Context: an optimization exercise on an open-source flow, tuned for small area, a short achievable clock period and few clock cycles per item. The choices shown serve that exercise and are no tape-out recipe. Only simulation tests tie the RTL to the original design; equivalence was not proved.

## old
Design sha512_core, start of the top module:
module sha512_core (
    input  wire         clk,
    input  wire         rst,           
    input  wire         init,          
    input  wire         sel384,        
    input  wire         in_valid,
    input  wire [63:0]  in_data,
    output wire         in_ready,
    output wire         digest_valid,
    output wire [511:0] digest
);
For scale: ~12000 cells after synthesis, about 2100 flip-flops, roughly 580 I/O pins.
export LEC_CHECK = 0
export ABC_AREA = 1
export CAP_MARGIN = 20
export CORE_MARGIN = 2
export CORE_UTILIZATION = 45
export CTS_CLUSTER_DIAMETER = 60
export CTS_CLUSTER_SIZE = 25
export PLACE_DENSITY = 0.68
export SLEW_MARGIN = 20
export SYNTH_MEMORY_MAX_BITS = 16384
create_clock -name core_clock -period 12.0 [get_ports {clk}]
standard.sh (not shown) runs the stock make flow with config.mk's settings and CLKGATE_MAP_FILE= SYNTH_SCRIPT=/design/flow/synth_recipe.tcl, a recipe that flattens the netlist after the stock synthesis.
==> flow/flow/run.sh <==
#!/bin/bash
# The standard layout (the standard.sh), run with two settings of its own:
#  - timing repair aims for extra setup slack (SETUP_SLACK_MARGIN),
set -euo pipefail
bash standard.sh synth > synth_make.log 2>&1
export BUFFER_PORTS_ARGS="-buffer_cell sky130_fd_sc_hd__buf_1"
SETUP_SLACK_MARGIN=7.5 bash standard.sh finish > layout_make.log 2>&1
Testbench counts of old, summed over its fixed seeds: cycles 90,678, blocks 1,110.
For new, these inputs were changed with respect to old:
-- flow/design.v --
<<< old, line 12
    reg         started;      
    reg         var384;       
    reg         var384b;      
    reg         busy;         
    reg         rep;          
>>> new, line 12
    reg         started;      
    reg         var384;       
    reg         busy;         
    reg         rep;          
<<< old, line 290
        init_q <= init & ~rst;
        sel_q  <= sel384;
        if (init_q)
            var384b <= sel_q;
        if (rst) begin
            started <= 1'b0;
>>> new, line 289
        init_q <= init & ~rst;
        sel_q  <= sel384;
        if (rst) begin
            started <= 1'b0;
<<< old, line 354
    assign digest_valid = dv;
    assign digest = {h0, h1, h2, h3, h4, h5,
                     var384 ? 64'd0 : h6, var384b ? 64'd0 : h7};
endmodule
>>> new, line 351
    assign digest_valid = dv;
    assign digest = {h0, h1, h2, h3, h4, h5,
                     var384 ? 128'd0 : {h6, h7}};
endmodule
## What came out
Higher sequential share of layout area among old and new: new
Row critical path depth: new lower / old higher
Taking old as the reference point, the wire length reported by the detailed router of new falls by about 8%.
new vs. old: iteration count of the initial detailed-routing pass went down by 2.
Between new and old, the die area does not differ in any meaningful way.
Any difference in synthesized instance count between old and new is small enough to ignore.
Min delay of the slowest cell on the worst path across old and new: new
Density: new sparser than old
Summary of new over old: upper clock frequency limit grew by about 1.7%; aggregate global-route resource usage fell by 3.4 points; required time of the critical path shows an increase of 0.06 ns; hold slack down 0.010 ns.
Testbench counts of new, summed over its fixed seeds: cycles 90,678, blocks 1,110.

## before
Starting RTL as in the previous note.
==> flow/config.mk <==
export PLATFORM = sky130hd
export DESIGN_NAME = sha512_core
export DESIGN_NICKNAME = sha512_core
export VERILOG_FILES = /design/flow/design.v
export SDC_FILE = /design/flow/constraint.sdc
export NUM_CORES = 4
export LEC_CHECK = 0
export ABC_AREA = 1
export CAP_MARGIN = 20
export CORE_MARGIN = 2
export CORE_UTILIZATION = 40
export CTS_CLUSTER_DIAMETER = 60
export CTS_CLUSTER_SIZE = 25
export SLEW_MARGIN = 20
export SYNTH_MEMORY_MAX_BITS = 16384
==> flow/constraint.sdc <==
create_clock -name core_clock -period 12.0 [get_ports {clk}]
set_input_delay 2.4000 -clock core_clock [delete_from_list [all_inputs] [get_ports {clk}]]
set_output_delay 2.4000 -clock core_clock [all_outputs]
set_load 0.01 [all_outputs]
Scripts as last shown in full above: flow/flow/run.sh
Testbench counts of before, summed over its fixed seeds: cycles 90,678, blocks 1,110.
The following lists how after was set up differently from before:
-- flow/design.v --
<<< before, line 12
    reg         started;      
    reg         var384;       
    reg         var384b;      
    reg         busy;         
    reg         rep;          
>>> after, line 12
    reg         started;      
    reg         var384;       
    reg         busy;         
    reg         rep;          
<<< before, line 290
        init_q <= init & ~rst;
        sel_q  <= sel384;
        if (init_q)
            var384b <= sel_q;
        if (rst) begin
            started <= 1'b0;
>>> after, line 289
        init_q <= init & ~rst;
        sel_q  <= sel384;
        if (rst) begin
            started <= 1'b0;
<<< before, line 354
    assign digest_valid = dv;
    assign digest = {h0, h1, h2, h3, h4, h5,
                     var384 ? 64'd0 : h6, var384b ? 64'd0 : h7};
endmodule
>>> after, line 351
    assign digest_valid = dv;
    assign digest = {h0, h1, h2, h3, h4, h5,
                     var384 ? 128'd0 : {h6, h7}};
endmodule
[summary]
- before → after: number of distinct library cell variants in the gate-level netlist after synthesis lost about 4.3%, worst hold margin climbed 0.023 ns, layout overhead on the synthesized area shows no meaningful change, mean cell area of the mapped netlist comparable.
Testbench counts of after, summed over its fixed seeds: cycles 90,678, blocks 1,110.

-- what the ideal ports hide --
How much do the figures lean on ideal ports? The routed layouts below were timed once more, with nothing changed but the port constraints. Step 1 sets driving cells, clkbuf_16 on the clock port and buf_2 on the other inputs (assumed; they add their load-dependent delay and slew). Step 2 adds t to the input delays and takes it off the output delays; t is the mean of the earliest and latest rising clock arrival at the registers after step 1. Input paths then give back, and output paths get back, about the clock's delay inside the block. Three values: no drivers, after step 1, after step 2; two values: the first two.
| run | t, ns | slack for setup (ns) | hold slack, ns | worst setup path after step 2 | pins driven straight from the clock port |
|---|---|---|---|---|---|
| old | 0.948 | 7.222 / 7.222 / 6.696 | 0.302 / 0.302 / 0.302 | input to register | 1 |
| new | 0.941 | 7.303 / 7.267 / 6.764 | 0.292 / 0.292 / 0.292 | input to register | 1 |
| before | 0.982 | 7.269 / 7.269 / 7.112 | 0.264 / 0.264 / 0.264 | input to register | 1 |
| after | 0.969 | 7.246 / 7.149 / 6.863 | 0.287 / 0.287 / 0.287 | input to register | 1 |
After both steps setup and hold are still met in every run listed. The setup slack of new, which loses most, moves by -0.036 ns with the drivers and by -0.539 ns with both steps.
